Context: an optimization exercise on an open-source flow, tuned for a short achievable clock period. The choices shown serve that exercise and are no tape-out recipe. Function not checked in this run: the RTL went through the layout flow alone. No activity file was given, so power comes from the tool's default toggle rates.

`design/flow/run.sh`:
```
#!/bin/bash
# synth_recipe.tcl (not shown) runs the flow's synth.tcl, then flattens the netlist and writes it again
# the make line also repeats each setting of config.mk as NAME=value (left out here)
make -C /OpenROAD-flow-scripts/flow DESIGN_CONFIG=/design/flow/config.mk WORK_HOME=/design/flow/orfs CLKGATE_MAP_FILE= SYNTH_SCRIPT=/design/flow/synth_recipe.tcl finish
```
`design/flow/config.mk`:
```
export PLATFORM = sky130hd
export DESIGN_NAME = rcl57_scan_engine
export DESIGN_NICKNAME = rcl57_scan_engine
export VERILOG_FILES = /design/flow/design.v
export SDC_FILE = /design/flow/constraint.sdc
export NUM_CORES = 4
export LEC_CHECK = 0
export CAP_MARGIN = 20
export CORE_MARGIN = 2
export CORE_UTILIZATION = 40
export SETUP_SLACK_MARGIN = 5
export SLEW_MARGIN = 20
export SYNTH_HIERARCHICAL = 1
export SYNTH_MINIMUM_KEEP_SIZE = 0
```
`design/flow/constraint.sdc`:
```
create_clock -name core_clock -period 7.5 [get_ports {clk}]
set_input_delay 1.5000 -clock core_clock [delete_from_list [all_inputs] [get_ports {clk}]]
set_output_delay 1.5000 -clock core_clock [all_outputs]
set_load 0.01 [all_outputs]
```
`design/flow/design.v`:
```
module rcl57_scan_engine (
    input  wire        clk,
    input  wire        rst,           
    input  wire        tick,          
    input  wire        host_we,       
    input  wire [7:0]  host_addr,
    input  wire [7:0]  host_wdata,
    output reg  [7:0]  host_rdata,    
    input  wire [4:0]  col_in,        
    output reg  [7:0]  seg_en,        
    output reg  [15:0] drv_sr,        
    output reg  [15:0] drv_out,       
    output reg         ddl,           
    output reg         trate          
);
    reg  [127:0] dbuf;         
    reg  [35:0]  mbuf;         
    reg  [1:0]   seq;
    reg  [1:0]   seq_mode;
    reg  [2:0]   seg_idx;
    reg  [1:0]   ph_tick;
    reg  [7:0]   sd_code;
    reg  [39:0]  raw;
    reg  [7:0]   sc_acc;
    reg  [15:0]  result_reg;   
    reg          st_cfg;
    reg  [1:0]   errcode;
    reg  [2:0]   pm;
    reg  [15:0]  idle_cnt;
    reg  [3:0]   poll_cnt;     
    reg  [1:0]   blink_cnt;    
    reg  [2:0]   deb_cnt;      
    reg  [7:0]   cmd_imm;
    reg  [7:0]   cmd_op;
    reg  [1:0]   cur_op;
    reg          pend_valid;
    reg  [15:0]  pend_word;
    reg          rl_valid;
    reg  [3:0]   rl_op;
    reg          rl_c1;
    reg  [7:0]   rl_c2, rl_c3;
    reg  [2:0]   rl_s;
    reg  [3:0]   rl_col;
    reg  [11:0]  rl_c4;
    reg  [15:0]  rl_c5, rl_ca;
    wire [114:0] ts = {seg_en, drv_sr, drv_out, ddl, trate, seq, seq_mode, seg_idx,
                       ph_tick, sd_code, sc_acc, result_reg, st_cfg, pm, idle_cnt,
                       poll_cnt, blink_cnt, deb_cnt, cur_op, pend_valid};
    wire [114:0] t0, t1;
    wire         sample, samp_load;
    wire [7:0]   sampsel;
    wire [3:0]   segp1;
    wire [15:0]  ows0;
    wire [95:0]  dig_all;
    wire [127:0] ows_all;
    wire [7:0]   glyph_imm, c2c, c2ch;
    wire [3:0]   colimm;
    wire [15:0]  idle_inc;
    wire [2:0]   pma;
    wire         busy, imm_zero, imm_hz;
    wire [15:0]  result_true;
    wire [511:0] rmap;
    rcl57_early u_early (
        .dbuf(dbuf), .mbuf(mbuf), .ts(ts), .raw(raw), .errcode(errcode),
        .cmd_imm(cmd_imm), .cmd_op(cmd_op), .pend_word(pend_word),
        .rl_valid(rl_valid), .rl_op(rl_op), .rl_c1(rl_c1), .rl_c2(rl_c2), .rl_c3(rl_c3),
        .rl_s(rl_s), .rl_col(rl_col), .rl_c4(rl_c4), .rl_c5(rl_c5), .rl_ca(rl_ca),
        .t0(t0), .t1(t1), .sample(sample), .samp_load(samp_load), .sampsel(sampsel),
        .segp1(segp1), .ows0(ows0), .dig_all(dig_all), .ows_all(ows_all),
        .glyph_imm(glyph_imm), .c2c(c2c), .c2ch(c2ch), .colimm(colimm),
        .idle_inc(idle_inc), .pma(pma), .busy(busy), .imm_zero(imm_zero), .imm_hz(imm_hz),
        .result_true(result_true), .rmap(rmap));
    wire         w20, w21, e7, e8, e9, ea, eb, eres, pend_set;
    wire [15:0]  wd;
    wire [11:0]  wm;
    wire [1:0]   err_new;
    rcl57_hdec u_hdec (
        .host_we(host_we), .host_addr(host_addr), .host_wdata(host_wdata),
        .busy(busy), .pend_valid(pend_valid), .imm_zero(imm_zero), .imm_hz(imm_hz),
        .w20(w20), .w21(w21), .wd(wd), .wm(wm), .e7(e7), .e8(e8), .e9(e9), .ea(ea), .eb(eb),
        .eres(eres), .pend_set(pend_set), .err_new(err_new));
    wire [7:0]   rd_next;
    rcl57_rdmux u_rdmux (.rst(rst), .host_addr(host_addr), .rmap(rmap), .rd_next(rd_next));
    wire [114:0] ts_next;
    wire [127:0] dbuf_next;
    wire [35:0]  mbuf_next;
    wire [39:0]  raw_next;
    wire [7:0]   cmd_imm_next, cmd_op_next;
    wire [1:0]   errcode_next;
    wire [15:0]  pend_word_next;
    wire         rl_valid_next, rl_c1_next;
    wire [11:0]  rl_c4_next;
    wire [15:0]  rl_c5_next;
    rcl57_next u_next (
        .rst(rst), .tick(tick), .host_we(host_we), .host_wdata(host_wdata), .col_in(col_in),
        .w20(w20), .w21(w21), .wd(wd), .wm(wm), .e7(e7), .e8(e8), .e9(e9), .ea(ea), .eb(eb),
        .eres(eres), .pend_set(pend_set), .err_new(err_new),
        .ts(ts), .t0(t0), .t1(t1), .sample(sample), .samp_load(samp_load), .sampsel(sampsel),
        .segp1(segp1), .ows0(ows0), .dig_all(dig_all), .ows_all(ows_all), .glyph_imm(glyph_imm),
        .idle_inc(idle_inc), .pma(pma), .result_true(result_true),
        .dbuf(dbuf), .mbuf(mbuf), .raw(raw), .cmd_imm(cmd_imm), .cmd_op(cmd_op),
        .errcode(errcode), .pend_word(pend_word),
        .ts_next(ts_next), .dbuf_next(dbuf_next), .mbuf_next(mbuf_next), .raw_next(raw_next),
        .cmd_imm_next(cmd_imm_next), .cmd_op_next(cmd_op_next), .errcode_next(errcode_next),
        .pend_word_next(pend_word_next), .rl_valid_next(rl_valid_next), .rl_c1_next(rl_c1_next),
        .rl_c4_next(rl_c4_next), .rl_c5_next(rl_c5_next));
    always @(posedge clk) begin
        {seg_en, drv_sr, drv_out, ddl, trate, seq, seq_mode, seg_idx,
         ph_tick, sd_code, sc_acc, result_reg, st_cfg, pm, idle_cnt,
         poll_cnt, blink_cnt, deb_cnt, cur_op, pend_valid} <= ts_next;
        dbuf       <= dbuf_next;
        mbuf       <= mbuf_next;
        raw        <= raw_next;
        cmd_imm    <= cmd_imm_next;
        cmd_op     <= cmd_op_next;
        errcode    <= errcode_next;
        pend_word  <= pend_word_next;
        host_rdata <= rd_next;
        rl_valid   <= rl_valid_next;
        rl_op      <= host_wdata[7:4];
        rl_s       <= host_wdata[2:0];
        rl_c1      <= rl_c1_next;
        rl_c2      <= c2c;
        rl_c3      <= c2ch;
        rl_col     <= colimm;
        rl_c4      <= rl_c4_next;
        rl_c5      <= rl_c5_next;
        rl_ca      <= idle_inc;
    end
endmodule
module rcl57_early (
    input  wire [127:0] dbuf,
    input  wire [35:0]  mbuf,
    input  wire [114:0] ts,
    input  wire [39:0]  raw,
    input  wire [1:0]   errcode,
    input  wire [7:0]   cmd_imm,
    input  wire [7:0]   cmd_op,
    input  wire [15:0]  pend_word,
    input  wire         rl_valid,
    input  wire [3:0]   rl_op,
    input  wire         rl_c1,
    input  wire [7:0]   rl_c2,
    input  wire [7:0]   rl_c3,
    input  wire [2:0]   rl_s,
    input  wire [3:0]   rl_col,
    input  wire [11:0]  rl_c4,
    input  wire [15:0]  rl_c5,
    input  wire [15:0]  rl_ca,
    output reg  [114:0] t0,
    output reg  [114:0] t1,
    output wire         sample,
    output wire         samp_load,
    output wire [7:0]   sampsel,
    output wire [3:0]   segp1,
    output wire [15:0]  ows0,
    output reg  [95:0]  dig_all,
    output reg  [127:0] ows_all,
    output wire [7:0]   glyph_imm,
    output wire [7:0]   c2c,
    output wire [7:0]   c2ch,
    output wire [3:0]   colimm,
    output wire [15:0]  idle_inc,
    output wire [2:0]   pma,
    output wire         busy,
    output wire         imm_zero,
    output wire         imm_hz,
    output wire [15:0]  result_true,
    output reg  [511:0] rmap
);
    localparam [1:0] SEQ_IDLE = 2'd0, SEQ_LATCH = 2'd1, SEQ_SETTLE = 2'd2, SEQ_DONE = 2'd3;
    localparam [1:0] MODE_NONE = 2'd0, MODE_FULL = 2'd1, MODE_SINGLE = 2'd2;
    localparam [1:0] OP_NONE = 2'd0, OP_SCAN = 2'd1, OP_SCAN1 = 2'd2, OP_PSAVE = 2'd3;
    localparam [2:0] PM_ACTIVE = 3'd0, PM_IDLE_COUNTING = 3'd1, PM_PS_POLL = 3'd2,
                     PM_PS_BLINK = 3'd3, PM_DEBOUNCE = 3'd4;
    localparam [31:0] GSEG0 = 32'h20000000;
    localparam [31:0] GSEG1 = 32'h0004D7ED;
    localparam [31:0] GSEG2 = 32'h0015279F;
    localparam [31:0] GSEG3 = 32'h00712FFB;
    localparam [31:0] GSEG4 = 32'h00527B6D;
    localparam [31:0] GSEG5 = 32'h007FFD45;
    localparam [31:0] GSEG6 = 32'h0017DF71;
    localparam [31:0] GSEG7 = 32'h406DEF7C;
    function [7:0] glyph;
        input [4:0] c;
        begin
            glyph = {GSEG7[c], GSEG6[c], GSEG5[c], GSEG4[c],
                     GSEG3[c], GSEG2[c], GSEG1[c], GSEG0[c]};
        end
    endfunction
    function [7:0] glyph8;
        input [7:0] c;
        begin
            glyph8 = (c[7:5] != 3'd0) ? 8'h00 : glyph(c[4:0]);
        end
    endfunction
    function [7:0] digit_pat;
        input [7:0] d;
        input [2:0] m;
        begin
            if (m[0])      digit_pat = 8'h00;
            else if (m[1]) digit_pat = 8'h80;
            else           digit_pat = glyph8(d);
            digit_pat[0] = digit_pat[0] | m[2];
        end
    endfunction
    function seg_lit;
        input [7:0] c;
        input [2:0] s;
        reg [7:0] g;
        begin
            g = glyph8(c);
            seg_lit = g[s];
        end
    endfunction
    function [7:0] char_to_code;
        input [7:0] a;
        begin
            char_to_code =
                (a[7:4] == 4'h3 && (!a[3] || a[2:1] == 2'b00)) ? {4'd0, a[3:0]} :
                (a == 8'h2E) ? 8'd29 :
                (a == 8'h2D) ? 8'd30 :
                (a == 8'h41) ? 8'd10 :
                (a == 8'h62) ? 8'd11 :
                (a == 8'h43) ? 8'd12 :
                (a == 8'h64) ? 8'd13 :
                (a == 8'h45) ? 8'd14 :
                (a == 8'h46) ? 8'd15 :
                (a == 8'h48) ? 8'd16 :
                (a == 8'h4C) ? 8'd17 :
                (a == 8'h50) ? 8'd18 :
                (a == 8'h72) ? 8'd19 :
                (a == 8'h55) ? 8'd20 :
                (a == 8'h6E) ? 8'd21 :
                (a == 8'h6F) ? 8'd22 :
                8'd31;
        end
    endfunction
    function [7:0] code_to_char;
        input [7:0] c;
        begin
            code_to_char =
                (c[7:4] == 4'h0 && (!c[3] || c[2:1] == 2'b00)) ? {4'h3, c[3:0]} :
                (c == 8'd29) ? 8'h2E :
                (c == 8'd30) ? 8'h2D :
                (c == 8'd10) ? 8'h41 :
                (c == 8'd11) ? 8'h62 :
                (c == 8'd12) ? 8'h43 :
                (c == 8'd13) ? 8'h64 :
                (c == 8'd14) ? 8'h45 :
                (c == 8'd15) ? 8'h46 :
                (c == 8'd16) ? 8'h48 :
                (c == 8'd17) ? 8'h4C :
                (c == 8'd18) ? 8'h50 :
                (c == 8'd19) ? 8'h72 :
                (c == 8'd20) ? 8'h55 :
                (c == 8'd21) ? 8'h6E :
                (c == 8'd22) ? 8'h6F :
                8'h20;
        end
    endfunction
    function [3:0] col_code;
        input [4:0] cols;
        begin
            if      (cols[0]) col_code = 4'd1;
            else if (cols[1]) col_code = 4'd2;
            else if (cols[2]) col_code = 4'd3;
            else if (cols[3]) col_code = 4'd4;
            else if (cols[4]) col_code = 4'd5;
            else              col_code = 4'd0;
        end
    endfunction
    function [7:0] decode;
        input [2:0] s;
        input [4:0] cols;
        begin
            if (cols == 5'b00000)
                decode = 8'h00;
            else
                decode = {&s, s[2] ^ (s[1] & s[0]), s[1] ^ s[0], ~s[0], col_code(cols)};
        end
    endfunction
    function [15:0] sat_inc;
        input [15:0] v;
        integer b;
        begin
            for (b = 0; b < 16; b = b + 1)
                sat_inc[b] = v[b] ^ &(v | ~((16'd1 << b) - 16'd1));
            if (&v)
                sat_inc = v;
        end
    endfunction
    function [3:0] inc4;
        input [3:0] v;
        begin
            inc4 = {v[3] ^ (&v[2:0]), v[2] ^ (&v[1:0]), v[1] ^ v[0], ~v[0]};
        end
    endfunction
    wire [7:0]  seg_en;
    wire [15:0] drv_sr, drv_out;
    wire        ddl, trate;
    wire [1:0]  seq, seq_mode;
    wire [2:0]  seg_idx;
    wire [1:0]  ph_tick;
    wire [7:0]  sd_code, sc_acc;
    wire [15:0] result_reg;
    wire        st_cfg;
    wire [2:0]  pm;
    wire [15:0] idle_cnt;
    wire [3:0]  poll_cnt;
    wire [1:0]  blink_cnt;
    wire [2:0]  deb_cnt;
    wire [1:0]  cur_op;
    wire        pend_valid;
    assign {seg_en, drv_sr, drv_out, ddl, trate, seq, seq_mode, seg_idx,
            ph_tick, sd_code, sc_acc, result_reg, st_cfg, pm, idle_cnt,
            poll_cnt, blink_cnt, deb_cnt, cur_op, pend_valid} = ts;
    integer i, k;
    reg [7:0]  pat [0:11];
    always @* begin
        for (i = 0; i < 12; i = i + 1)
            pat[i] = digit_pat(dbuf[8*i +: 8], mbuf[3*i +: 3]);
        ows_all = 128'd0;
        for (k = 0; k < 8; k = k + 1)
            for (i = 0; i < 12; i = i + 1) begin
                dig_all[12*k + i]       = pat[i][k];
                ows_all[16*k + 15 - i]  = pat[i][k];
            end
        ows_all[16*0 + 15] = 1'b0;
        ows_all[16*4 + 4]  = 1'b0;
    end
    assign ows0 = ows_all[15:0];
    assign result_true = rl_valid ?
        ((rl_op == 4'h1) ? {15'd0, rl_c1} :
         (rl_op == 4'h2) ? {8'd0, rl_c2} :
         (rl_op == 4'h3) ? {8'd0, rl_c3} :
         (rl_op == 4'h4) ? {4'd0, rl_c4} :
         (rl_op == 4'h5) ? rl_c5 :
         (rl_op == 4'h6) ? {8'd0, (rl_col == 4'd0) ? 8'h00 : {inc4({1'b0, rl_s}), rl_col}} :
         (rl_op == 4'hA) ? rl_ca : 16'd0) : result_reg;
    assign busy      = (cur_op != OP_NONE);
    assign imm_zero  = (cmd_imm == 8'd0);
    assign imm_hz    = (cmd_imm[7:5] == 3'd0);
    assign idle_inc  = sat_inc(idle_cnt);
    assign pma       = (pm == PM_ACTIVE) ? PM_IDLE_COUNTING : pm;
    assign glyph_imm = glyph8(cmd_imm);
    assign c2c       = char_to_code(cmd_imm);
    assign c2ch      = code_to_char(cmd_imm);
    assign colimm    = col_code(cmd_imm[4:0]);
    assign segp1     = inc4({1'b0, seg_idx});
    wire [2:0]  seg_nx   = segp1[2:0];
    wire [15:0] ows_next = ows_all[16*seg_nx +: 16];
    wire [3:0]  p_op  = pend_word[15:12];
    wire [2:0]  p_s   = pend_word[10:8];
    wire [7:0]  p_imm = pend_word[7:0];
    wire cls_poll = (cur_op == OP_PSAVE) && (pm == PM_PS_POLL);
    wire cls_deb  = (cur_op == OP_PSAVE) && (pm == PM_DEBOUNCE);
    wire cls_seq  = !cls_poll && !cls_deb && (seq != SEQ_IDLE);
    assign sample    = cls_seq && (seq == SEQ_SETTLE) && (ph_tick == 2'd3);
    assign samp_load = sample && (sc_acc == 8'h00);
    assign sampsel   = sample ? (8'd1 << seg_idx) : 8'd0;
    reg  [7:0]  t_seg_en;
    reg  [15:0] t_sr, t_out;
    reg         t_ddl, t_trate;
    reg  [1:0]  t_seq, t_mode;
    reg  [2:0]  t_seg_idx;
    reg  [1:0]  t_ph;
    reg  [7:0]  t_sd_code, t_sc_acc;
    reg  [15:0] t_result;
    reg         t_st_cfg;
    reg  [2:0]  t_pm;
    reg  [15:0] t_idle;
    reg  [3:0]  t_poll;
    reg  [1:0]  t_blink;
    reg  [2:0]  t_deb;
    reg  [1:0]  t_cur_op;
    reg         t_pend_valid;
    reg         cmd_end;
    reg  [7:0]  r;
    reg         cfg;
    integer     p;
    always @* begin
        t0 = 115'd0;
        t1 = 115'd0;
        for (p = 0; p < 2; p = p + 1) begin
            t_seg_en     = seg_en;
            t_sr         = drv_sr;
            t_out        = drv_out;
            t_ddl        = ddl;
            t_trate      = trate;
            t_seq        = seq;
            t_mode       = seq_mode;
            t_seg_idx    = seg_idx;
            t_ph         = ph_tick;
            t_sd_code    = sd_code;
            t_sc_acc     = sc_acc;
            t_result     = result_true;
            t_st_cfg     = st_cfg;
            t_pm         = pm;
            t_idle       = idle_cnt;
            t_poll       = poll_cnt;
            t_blink      = blink_cnt;
            t_deb        = deb_cnt;
            t_cur_op     = cur_op;
            t_pend_valid = pend_valid;
            cmd_end = 1'b0;
            r       = 8'h00;
            cfg     = 1'b0;
            if (cls_poll) begin
                if (p == 1) begin
                    t_trate  = 1'b0;
                    t_ddl    = 1'b0;
                    t_seg_en = 8'hFF;
                    t_pm     = PM_DEBOUNCE;
                    t_deb    = 3'd0;
                end else begin
                    t_poll = inc4(poll_cnt);
                    if (poll_cnt == 4'd9) begin
                        t_seg_en  = 8'h00;
                        t_trate   = 1'b0;
                        t_blink   = 2'd0;
                        t_pm      = PM_PS_BLINK;
                        t_mode    = MODE_SINGLE;
                        t_sd_code = 8'd29;
                        t_seg_idx = 3'd0;
                        t_ph      = 2'd0;
                        t_sc_acc  = 8'h00;
                        t_ddl     = 1'b0;
                        t_sr      = 16'h0000;
                        t_seq     = SEQ_LATCH;
                    end
                end
            end else if (cls_deb) begin
                t_deb = inc4({1'b0, deb_cnt});
                if (p == 0 || deb_cnt == 3'd5) begin
                    cmd_end  = 1'b1;
                    t_seg_en = 8'h00;
                    t_pm     = PM_ACTIVE;
                    t_idle   = 16'd0;
                    t_result = 16'h0000;
                end
            end else if (cls_seq) begin
                case (seq)
                    SEQ_LATCH: begin
                        t_out = drv_sr;
                        if (seq_mode == MODE_SINGLE)
                            t_ddl = seg_lit(sd_code, seg_idx);
                        t_seg_en = 8'd1 << seg_idx;
                        t_ph     = 2'd1;
                        t_seq    = SEQ_SETTLE;
                    end
                    SEQ_SETTLE: begin
                        if (ph_tick != 2'd3) begin
                            t_ph = inc4({2'b0, ph_tick});
                        end else begin
                            if (seg_idx != 3'd7) begin
                                t_sr      = (seq_mode == MODE_FULL) ? ows_next : 16'h0000;
                                t_seg_idx = seg_nx;
                                t_seq     = SEQ_LATCH;
                            end else begin
                                t_sr  = 16'h0000;
                                t_seq = SEQ_DONE;
                            end
                        end
                    end
                    default: begin    
                        t_seg_en = 8'h00;
                        t_out    = drv_sr;
                        t_ddl    = 1'b0;
                        if (raw[4:0] == 5'b10001) begin
                            r   = 8'hFF;
                            cfg = 1'b1;
                        end else begin
                            r   = sc_acc;
                            cfg = 1'b0;
                        end
                        t_seq     = SEQ_IDLE;
                        t_mode    = MODE_NONE;
                        t_seg_idx = 3'd0;
                        t_ph      = 2'd0;
                        if (cur_op == OP_SCAN || cur_op == OP_SCAN1) begin
                            t_result = {8'h00, r};
                            t_st_cfg = cfg;
                            cmd_end  = 1'b1;
                        end else if (r != 8'h00) begin
                            t_trate  = 1'b0;
                            t_ddl    = 1'b0;
                            t_seg_en = 8'hFF;
                            t_pm     = PM_DEBOUNCE;
                            t_deb    = 3'd0;
                        end else if (blink_cnt == 2'd2) begin
                            t_blink  = 2'd3;
                            t_pm     = PM_PS_POLL;
                            t_poll   = 4'd0;
                            t_trate  = 1'b1;
                            t_seg_en = 8'hFF;
                        end else begin
                            t_blink   = inc4({2'b0, blink_cnt});
                            t_mode    = MODE_SINGLE;
                            t_sd_code = 8'd29;
                            t_seg_idx = 3'd0;
                            t_ph      = 2'd0;
                            t_sc_acc  = 8'h00;
                            t_seg_en  = 8'h00;
                            t_ddl     = 1'b0;
                            t_sr      = 16'h0000;
                            t_seq     = SEQ_LATCH;
                        end
                    end
                endcase
            end
            if (cmd_end) begin
                t_cur_op = OP_NONE;
                if (pend_valid) begin
                    t_pend_valid = 1'b0;
                    case (p_op)
                        4'h1: t_result = {15'd0, seg_lit(p_imm, p_s)};
                        4'h2: t_result = {8'd0, char_to_code(p_imm)};
                        4'h3: t_result = {8'd0, code_to_char(p_imm)};
                        4'h4: t_result = {4'd0, dig_all[12*p_s +: 12]};
                        4'h5: t_result = ows_all[16*p_s +: 16];
                        4'h6: t_result = {8'd0, decode(p_s, p_imm[4:0])};
                        4'h7: begin
                            t_cur_op  = OP_SCAN;
                            t_mode    = MODE_FULL;
                            t_seg_idx = 3'd0;
                            t_ph      = 2'd0;
                            t_sc_acc  = 8'h00;
                            t_seg_en  = 8'h00;
                            t_sr      = ows0;
                            t_seq     = SEQ_LATCH;
                        end
                        4'h8: begin
                            t_cur_op  = OP_SCAN1;
                            t_mode    = MODE_SINGLE;
                            t_sd_code = p_imm;
                            t_seg_idx = 3'd0;
                            t_ph      = 2'd0;
                            t_sc_acc  = 8'h00;
                            t_seg_en  = 8'h00;
                            t_ddl     = 1'b0;
                            t_sr      = 16'h0000;
                            t_seq     = SEQ_LATCH;
                        end
                        4'h9: begin
                            t_cur_op = OP_PSAVE;
                            t_pm     = PM_PS_POLL;
                            t_ddl    = 1'b0;
                            t_sr     = 16'h0000;
                            t_out    = 16'h0000;
                            t_trate  = 1'b1;
                            t_seg_en = 8'hFF;
                            t_poll   = 4'd0;
                        end
                        4'hA: begin
                            t_idle = cls_deb ? 16'd1 : idle_inc;
                            if (t_pm == PM_ACTIVE)
                                t_pm = PM_IDLE_COUNTING;
                            t_result = t_idle;
                        end
                        4'hB: begin
                            t_idle   = 16'd0;
                            t_pm     = PM_ACTIVE;
                            t_result = 16'd0;
                        end
                        default: ;
                    endcase
                end
            end
            if (p == 0)
                t0 = {t_seg_en, t_sr, t_out, t_ddl, t_trate, t_seq, t_mode, t_seg_idx,
                      t_ph, t_sd_code, t_sc_acc, t_result, t_st_cfg, t_pm, t_idle,
                      t_poll, t_blink, t_deb, t_cur_op, t_pend_valid};
            else
                t1 = {t_seg_en, t_sr, t_out, t_ddl, t_trate, t_seq, t_mode, t_seg_idx,
                      t_ph, t_sd_code, t_sc_acc, t_result, t_st_cfg, t_pm, t_idle,
                      t_poll, t_blink, t_deb, t_cur_op, t_pend_valid};
        end
    end
    wire [7:0] status = {2'b00, 1'b0, (idle_cnt[15:4] != 12'd0),
                         st_cfg, (errcode != 2'd0), pend_valid, busy};
    always @* begin
        rmap = 512'd0;
        for (i = 0; i < 16; i = i + 1)
            rmap[8*i +: 8] = dbuf[8*i +: 8];
        for (i = 0; i < 12; i = i + 1)
            rmap[8*(16+i) +: 8] = {5'd0, mbuf[3*i +: 3]};
        rmap[8*8'h20 +: 8] = cmd_imm;
        rmap[8*8'h21 +: 8] = cmd_op;
        rmap[8*8'h22 +: 8] = status;
        rmap[8*8'h23 +: 8] = {6'd0, errcode};
        rmap[8*8'h24 +: 8] = result_true[7:0];
        rmap[8*8'h25 +: 8] = result_true[15:8];
        rmap[8*8'h26 +: 8] = {5'd0, pm};
        rmap[8*8'h28 +: 8] = idle_cnt[7:0];
        rmap[8*8'h29 +: 8] = idle_cnt[15:8];
        for (i = 0; i < 8; i = i + 1)
            rmap[8*(8'h30+i) +: 8] = {3'd0, raw[5*i +: 5]};
        rmap[8*8'h38 +: 8] = drv_out[7:0];
        rmap[8*8'h39 +: 8] = drv_out[15:8];
        rmap[8*8'h3A +: 8] = drv_sr[7:0];
        rmap[8*8'h3B +: 8] = drv_sr[15:8];
        rmap[8*8'h3C +: 8] = seg_en;
        rmap[8*8'h3D +: 8] = {6'd0, trate, ddl};
        rmap[8*8'h3E +: 8] = {1'b0, seq_mode, seq, seg_idx};
    end
endmodule
module rcl57_hdec (
    input  wire        host_we,
    input  wire [7:0]  host_addr,
    input  wire [7:0]  host_wdata,
    input  wire        busy,
    input  wire        pend_valid,
    input  wire        imm_zero,
    input  wire        imm_hz,
    output wire        w20,
    output wire        w21,
    output reg  [15:0] wd,
    output reg  [11:0] wm,
    output wire        e7,           
    output wire        e8,           
    output wire        e9,           
    output wire        ea,           
    output wire        eb,           
    output wire        eres,         
    output wire        pend_set,     
    output wire [1:0]  err_new       
);
    integer i;
    always @* begin
        for (i = 0; i < 16; i = i + 1)
            wd[i] = host_we && host_addr[7:4] == 4'h0 && host_addr[3:0] == i;
        for (i = 0; i < 12; i = i + 1)
            wm[i] = host_we && host_addr[7:4] == 4'h1 && host_addr[3:0] == i;
    end
    assign w20 = host_we && (host_addr == 8'h20);
    assign w21 = host_we && (host_addr == 8'h21);
    wire [3:0] op  = host_wdata[7:4];
    wire       lo0 = (host_wdata[3:0] == 4'd0);
    wire       b3  = !host_wdata[3];
    reg legal;
    always @* begin
        case (op)
            4'h1:                      legal = b3;
            4'h2, 4'h3, 4'h8:          legal = lo0;
            4'h4, 4'h5:                legal = b3 && imm_zero;
            4'h6:                      legal = b3 && imm_hz;
            4'h7, 4'h9, 4'hA, 4'hB:    legal = lo0 && imm_zero;
            default:                   legal = 1'b0;
        endcase
    end
    wire ex  = w21 && !busy;
    assign e7   = ex && (host_wdata == 8'h70) && imm_zero;
    assign e8   = ex && (host_wdata == 8'h80);
    assign e9   = ex && (host_wdata == 8'h90) && imm_zero;
    assign ea   = ex && (host_wdata == 8'hA0) && imm_zero;
    assign eb   = ex && (host_wdata == 8'hB0) && imm_zero;
    assign eres = ex && legal && (op != 4'h7) && (op != 4'h8) && (op != 4'h9);
    assign pend_set = w21 && legal && busy;
    assign err_new  = !legal ? 2'd1 : (busy && pend_valid) ? 2'd2 : 2'd0;
endmodule
module rcl57_rdmux (
    input  wire         rst,
    input  wire [7:0]   host_addr,
    input  wire [511:0] rmap,
    output reg  [7:0]   rd_next
);
    integer i;
    always @* begin
        rd_next = 8'h00;
        for (i = 0; i < 64; i = i + 1)
            if (host_addr == i)
                rd_next = rd_next | rmap[8*i +: 8];
        if (rst)
            rd_next = 8'h00;
    end
endmodule
module rcl57_next (
    input  wire         rst,
    input  wire         tick,
    input  wire         host_we,
    input  wire [7:0]   host_wdata,
    input  wire [4:0]   col_in,
    input  wire         w20,
    input  wire         w21,
    input  wire [15:0]  wd,
    input  wire [11:0]  wm,
    input  wire         e7,
    input  wire         e8,
    input  wire         e9,
    input  wire         ea,
    input  wire         eb,
    input  wire         eres,
    input  wire         pend_set,
    input  wire [1:0]   err_new,
    input  wire [114:0] ts,
    input  wire [114:0] t0,
    input  wire [114:0] t1,
    input  wire         sample,
    input  wire         samp_load,
    input  wire [7:0]   sampsel,
    input  wire [3:0]   segp1,
    input  wire [15:0]  ows0,
    input  wire [95:0]  dig_all,
    input  wire [127:0] ows_all,
    input  wire [7:0]   glyph_imm,
    input  wire [15:0]  idle_inc,
    input  wire [2:0]   pma,
    input  wire [15:0]  result_true,
    input  wire [127:0] dbuf,
    input  wire [35:0]  mbuf,
    input  wire [39:0]  raw,
    input  wire [7:0]   cmd_imm,
    input  wire [7:0]   cmd_op,
    input  wire [1:0]   errcode,
    input  wire [15:0]  pend_word,
    output reg  [114:0] ts_next,
    output reg  [127:0] dbuf_next,
    output reg  [35:0]  mbuf_next,
    output reg  [39:0]  raw_next,
    output wire [7:0]   cmd_imm_next,
    output wire [7:0]   cmd_op_next,
    output wire [1:0]   errcode_next,
    output wire [15:0]  pend_word_next,
    output wire         rl_valid_next,
    output wire         rl_c1_next,
    output wire [11:0]  rl_c4_next,
    output wire [15:0]  rl_c5_next
);
    localparam [1:0] SEQ_LATCH = 2'd1;
    localparam [1:0] MODE_FULL = 2'd1, MODE_SINGLE = 2'd2;
    localparam [1:0] OP_SCAN = 2'd1, OP_SCAN1 = 2'd2, OP_PSAVE = 2'd3;
    localparam [2:0] PM_ACTIVE = 3'd0, PM_PS_POLL = 3'd2;
    wire       pa  = (col_in != 5'b00000);
    wire [2:0] h_s = host_wdata[2:0];
    wire [3:0] colc = col_in[0] ? 4'd1 : col_in[1] ? 4'd2 : col_in[2] ? 4'd3 :
                      col_in[3] ? 4'd4 : 4'd5;
    wire [7:0]  seg_en;
    wire [15:0] drv_sr, drv_out;
    wire        ddl, trate;
    wire [1:0]  seq, seq_mode;
    wire [2:0]  seg_idx;
    wire [1:0]  ph_tick;
    wire [7:0]  sd_code, sc_acc;
    wire [15:0] result_reg;
    wire        st_cfg;
    wire [2:0]  pm;
    wire [15:0] idle_cnt;
    wire [3:0]  poll_cnt;
    wire [1:0]  blink_cnt;
    wire [2:0]  deb_cnt;
    wire [1:0]  cur_op;
    wire        pend_valid;
    assign {seg_en, drv_sr, drv_out, ddl, trate, seq, seq_mode, seg_idx,
            ph_tick, sd_code, sc_acc, result_reg, st_cfg, pm, idle_cnt,
            poll_cnt, blink_cnt, deb_cnt, cur_op, pend_valid} = ts;
    wire        e78 = e7 || e8;
    wire [7:0]  h_seg_en  = e78 ? 8'h00 : e9 ? 8'hFF : seg_en;
    wire [15:0] h_sr      = e7 ? ows0 : (e8 || e9) ? 16'h0000 : drv_sr;
    wire [15:0] h_out     = e9 ? 16'h0000 : drv_out;
    wire        h_ddl     = (e8 || e9) ? 1'b0 : ddl;
    wire        h_trate   = e9 ? 1'b1 : trate;
    wire [1:0]  h_seq     = e78 ? SEQ_LATCH : seq;
    wire [1:0]  h_mode    = e7 ? MODE_FULL : e8 ? MODE_SINGLE : seq_mode;
    wire [2:0]  h_seg_idx = e78 ? 3'd0 : seg_idx;
    wire [1:0]  h_ph      = e78 ? 2'd0 : ph_tick;
    wire [7:0]  h_sd_code = e8 ? cmd_imm : sd_code;
    wire [7:0]  h_sc_acc  = e78 ? 8'h00 : sc_acc;
    wire [2:0]  h_pm      = e9 ? PM_PS_POLL : ea ? pma : eb ? PM_ACTIVE : pm;
    wire [15:0] h_idle    = ea ? idle_inc : eb ? 16'd0 : idle_cnt;
    wire [3:0]  h_poll    = e9 ? 4'd0 : poll_cnt;
    wire [1:0]  h_cur_op  = e7 ? OP_SCAN : e8 ? OP_SCAN1 : e9 ? OP_PSAVE : cur_op;
    wire        h_pv      = pend_valid || pend_set;
    wire [114:0] th = {h_seg_en, h_sr, h_out, h_ddl, h_trate, h_seq, h_mode, h_seg_idx,
                       h_ph, h_sd_code, h_sc_acc, result_true, st_cfg, h_pm, h_idle,
                       h_poll, blink_cnt, deb_cnt, h_cur_op, h_pv};
    wire [114:0] tn = {seg_en, drv_sr, drv_out, ddl, trate, seq, seq_mode, seg_idx,
                       ph_tick, sd_code, sc_acc, result_true, st_cfg, pm, idle_cnt,
                       poll_cnt, blink_cnt, deb_cnt, cur_op, pend_valid};
    wire [114:0] tr = {8'h00, 16'h0000, 16'h0000, 1'b0, 1'b0, 2'd0, 2'd0, 3'd0,
                       2'd0, 8'h1F, 8'h00, 16'h0000, 1'b0, 3'd0, 16'h0000,
                       4'd0, 2'd0, 3'd0, 2'd0, 1'b0};
    localparam integer SC_LSB = 16 + 1 + 3 + 16 + 4 + 2 + 3 + 2 + 1 + 0;
    wire [7:0] sc_sample = pa ? {segp1, colc} : 8'h00;
    reg [114:0] tt;
    integer i;
    always @* begin
        tt = pa ? t1 : t0;
        if (samp_load)
            tt[SC_LSB +: 8] = sc_sample;
        if (rst)
            ts_next = tr;
        else if (host_we)
            ts_next = th;
        else if (tick)
            ts_next = tt;
        else
            ts_next = tn;
        for (i = 0; i < 16; i = i + 1)
            dbuf_next[8*i +: 8] = wd[i] ? host_wdata : dbuf[8*i +: 8];
        for (i = 0; i < 12; i = i + 1)
            mbuf_next[3*i +: 3] = wm[i] ? host_wdata[2:0] : mbuf[3*i +: 3];
        for (i = 0; i < 8; i = i + 1)
            raw_next[5*i +: 5] = rst ? 5'd0 :
                                 (tick && !host_we && sampsel[i]) ? col_in : raw[5*i +: 5];
    end
    assign cmd_imm_next   = rst ? 8'h00 : w20 ? host_wdata : cmd_imm;
    assign cmd_op_next    = rst ? 8'h00 : w21 ? host_wdata : cmd_op;
    assign errcode_next   = rst ? 2'd0 : w21 ? err_new : errcode;
    assign pend_word_next = pend_valid ? pend_word : {host_wdata, cmd_imm};
    assign rl_valid_next  = eres && !rst;
    assign rl_c1_next     = glyph_imm[h_s];
    assign rl_c4_next     = dig_all[12*h_s +: 12];
    assign rl_c5_next     = ows_all[16*h_s +: 16];
endmodule
```
==> key figures <==
Flow run
  – Maximum capacitance violations: 0

STA
  – Slew headroom: 0.246
  – Final setup vio count: 0
  – Slew Viols, Final: 0
  – Maximum clock frequency: 292 MHz
  – Tmin final: 3420 ps
  – Worst-margin pin slew: 1130 ps
  – Sum of negative setup slack: 0 ps
  – RSZ-0062 raised after global routing: true
  – Worst Clk Skew: 54.9 ps
  – Tcrit/Tclk final: 0.457
  – Final Hold Viols: 0

Route
  – Via-to-Cell Ratio: 6.64
  – First DRT Iteration DRCs: 7,184
  – Routed WL: 195,000 um
  – Residual DRC: 0
  – DRT antenna net count: 0
  – Via count: 43,963
  – 1st-pass router iterations: 9
  – Routed WL per cell: 29.4 um

Power
  – Seq pwr share: 0.330
  – Switching Share: 0.349
  – VDD IR max: 0.171 mV
  – Clock network power share: 0.369
  – Leak Pwr: 19.0 nW
  – Comb power frac: 0.301
  – PwrDens: 160 nW/um2
  – Switch Pwr: 0.00282 W
  – P_int: 0.00526 W

Critical path
  – Capturing point of the worst reg2reg path: drv_sr[6]
  – Buffer and inverter count on the worst path: 3
  – Top cell by count, worst path: nor4_4
  – WS Path Type: in -> reg
  – Slowest cell on crit path: or4b_4
  – RR Startpoint: seg_idx[0]
  – CP Capture Type: flip-flop
  – Critical Path Source Type: input port
  – Crit-path cells: buf_16 > or4b_4 > nor4_4 > buf_12 > nand3b_1 > nor4_4 > buf_6 > or2_4 > nor2_4 > a221oi_2 > a2111oi_2
  – R2R Setup Slk: 4130 ps
  – R2r worst-path depth: 13
  – Crit path required time: 7990 ps
  – Family with the most delay on the worst path: simple AND/OR/NAND/NOR gates
  – Max stage delay on crit path: 560 ps
  – Critical Path Fanout Max: 8
  – CP arrival: 3910 ps

Place
  – Hpwl dp: 124,000 um
  – PortBufs: 74
  – Cell total after placement: 6,137
  – GPL Wtd Cong: 1.05

Die
  – Core box area: 105,000 um2
  – Chip height: 329 um
  – Die width: 329 um
  – I/O pin cnt: 75
  – DIE AREA: 108,000 um2
  – Initial Util: 0.403
  – Row count: 119

Yosys
  – Yosys warns: 12
  – Mapped cell area: 42,300 um2
  – Post-Syn Instances: 5,397
  – Mapped Avg Cell Area: 7.84 um2

Min path
  – Min-Delay Path Class: reg -> reg
  – Hold Path Stages: 2
  – End of the worst hold path: raw[39]
  – Hold path start: raw[39]

Global routing
  – Antenna violations before repair: 18
  – Largest net degree at the start of global routing: 81
  – Gr ovfl total: 0
  – Global-route wire length before repair: 272,000 um
  – Total GRT Usage: 0.334
  – Vias in the first global route: 39,677

Clock tree
  – Skew-Pair Late Insertion Delay: 680 ps
  – H-tree depth: 2
  – Total CTS buffers: 54
  – Clk sinks: 433
  – Cts hold-fix bufs: 0
  – Root Driver: clkbuf_16
  – CTS tree: built
  – Max Root-Sink Buffers: 3
  – Clk slew on worst S/H paths: 60 ps

Final layout
  – Final nets: 5,323
  – Final Non-Filler Cells: 6,617
  – Most flops, register: dbuf
  – Top flop regs: dbuf (128), raw (40), mbuf (36)
  – Area Growth Syn to Fin: 19.0%
  – Max reg flops: 128
  – Layout cells sized above 1: 0.317

Status
  – Status: complete, no violations
==> layout by cell type, fill, tap and decap left out, types with 47 or more instances in the layout <==
cell type,count
nor2_4,47
buf_12,57
inv_1,124
nor2b_1,56
a22o_1,59
and2_1,61
ha_1,83
mux4_2,69
dfxtp_4,89
nand2b_1,65
a21oi_1,269
nand3_1,173
o211ai_1,55
o21ai_1,60
o21ai_0,164
buf_6,128
clkbuf_16,61
a221oi_2,50
a31oi_1,74
a22oi_1,121
mux2_4,167
buf_4,300
nor3_1,64
a311oi_1,53
dfxtp_2,52
nand2_1,449
conb_1,245
mux2i_1,128
mux2_2,53
nor2_1,377
dfxtp_1,292
==> worst max path at each step <==
stage                  from          end  cells after the start
2_1_floorplan  host_addr[1]  idle_cnt[9]                      9
3_3_place_gp   host_addr[0]    drv_sr[4]                      9
3_5_place_dp   host_addr[0]    drv_sr[3]                      9
4_1_cts        host_addr[3]   sd_code[3]                     11
5_1_grt          seg_idx[1]   drv_sr[14]                     12
6_report       host_addr[3]    drv_sr[5]                     11
==> tightest hold or removal path: cells and delay by family (launching register included) <==
kind             cells  cell delay, ps
AO/OA/AOI/OAI        1              50
flip-flops           1             310
AND/OR/NAND/NOR      1              50
==> final cells by class <==
cell class	instances	area, um2
inverters	165	676
clock inverters	28	464
well taps	1391	1740
repair buffers	531	5830
clock buffers	70	1500
diodes	14	35.0
flip-flops and latches	433	9070
fillers	9806	54800
multi-input cells	3985	31000
==> layer usage <==
layer  vias up  routed length, um  track usage
met5         -                152            0
met4        10              19300        0.252
met3      1020              26900        0.108
met2      3396              77800        0.482
met1     20952              70600        0.412
li1      18585                  -            -
==> through the flow <==
stage / util / total power, W / worst slack, ps / hold slack, ps / cell area (um2)
final: 0.479 / 0.00808 / 4080 / 463 / 50400
after global routing: 0.479 / 0.00824 / 4050 / 473 / 50300
after CTS: 0.460 / 0.00780 / 4140 / 455 / 48300
after detailed placement: 0.386 / 0.00453 / 1470 / 447 / 40600
after global placement: 0.386 / 0.00451 / 1580 / 443 / 40600
after floorplan: - / 0.00427 / 3880 / 437 / 44600
==> power by group through the flow <==
stage                     Sequential (W)  Clock (W)  Combinational, W
after global placement           0.00272          0           0.00179
final                            0.00267    0.00298           0.00243
after CTS                        0.00265    0.00296           0.00219
after global routing             0.00267    0.00305           0.00252
after detailed placement         0.00272          0           0.00181
after floorplan                  0.00259          0           0.00168
==> timing repair <==
action                      CTS  global route
setup buffers               245            88
gates resized for setup    1161           273
cloned                       24            11
setup endpoints to repair   422           417
pin swaps                   198           124

-- port drivers added, routing unchanged --
How much do the figures lean on ideal ports? The routed layout below was timed once more, with nothing changed but the port constraints.
Step 1 (the two cells are an assumption about what drives the block):
set clk [get_ports {clk}]
set_driving_cell -lib_cell sky130_fd_sc_hd__clkbuf_16 $clk
set_driving_cell -lib_cell sky130_fd_sc_hd__buf_2 [delete_from_list [all_inputs] $clk]
Step 2 moves the port delays by t, midway between the first and last clock arrival at a register: inputs arrive t later, outputs are due t later. That takes back most of the time a late clock gives input paths.
a / b / c = ideal ports / drivers / drivers and shift; a / b = the first two.
shift t [ns]: 0.730
setup slack, ns: 4.075 / 3.985 / 3.256
worst setup path at the end: input to register
slew at the worst register clock pin (ns): 0.07 / 0.07
cell pins on the clock port's net: 1
After both steps this run still meets setup and hold. For this run, drivers alone change the setup slack by -0.090 ns; drivers and shift together by -0.819 ns.
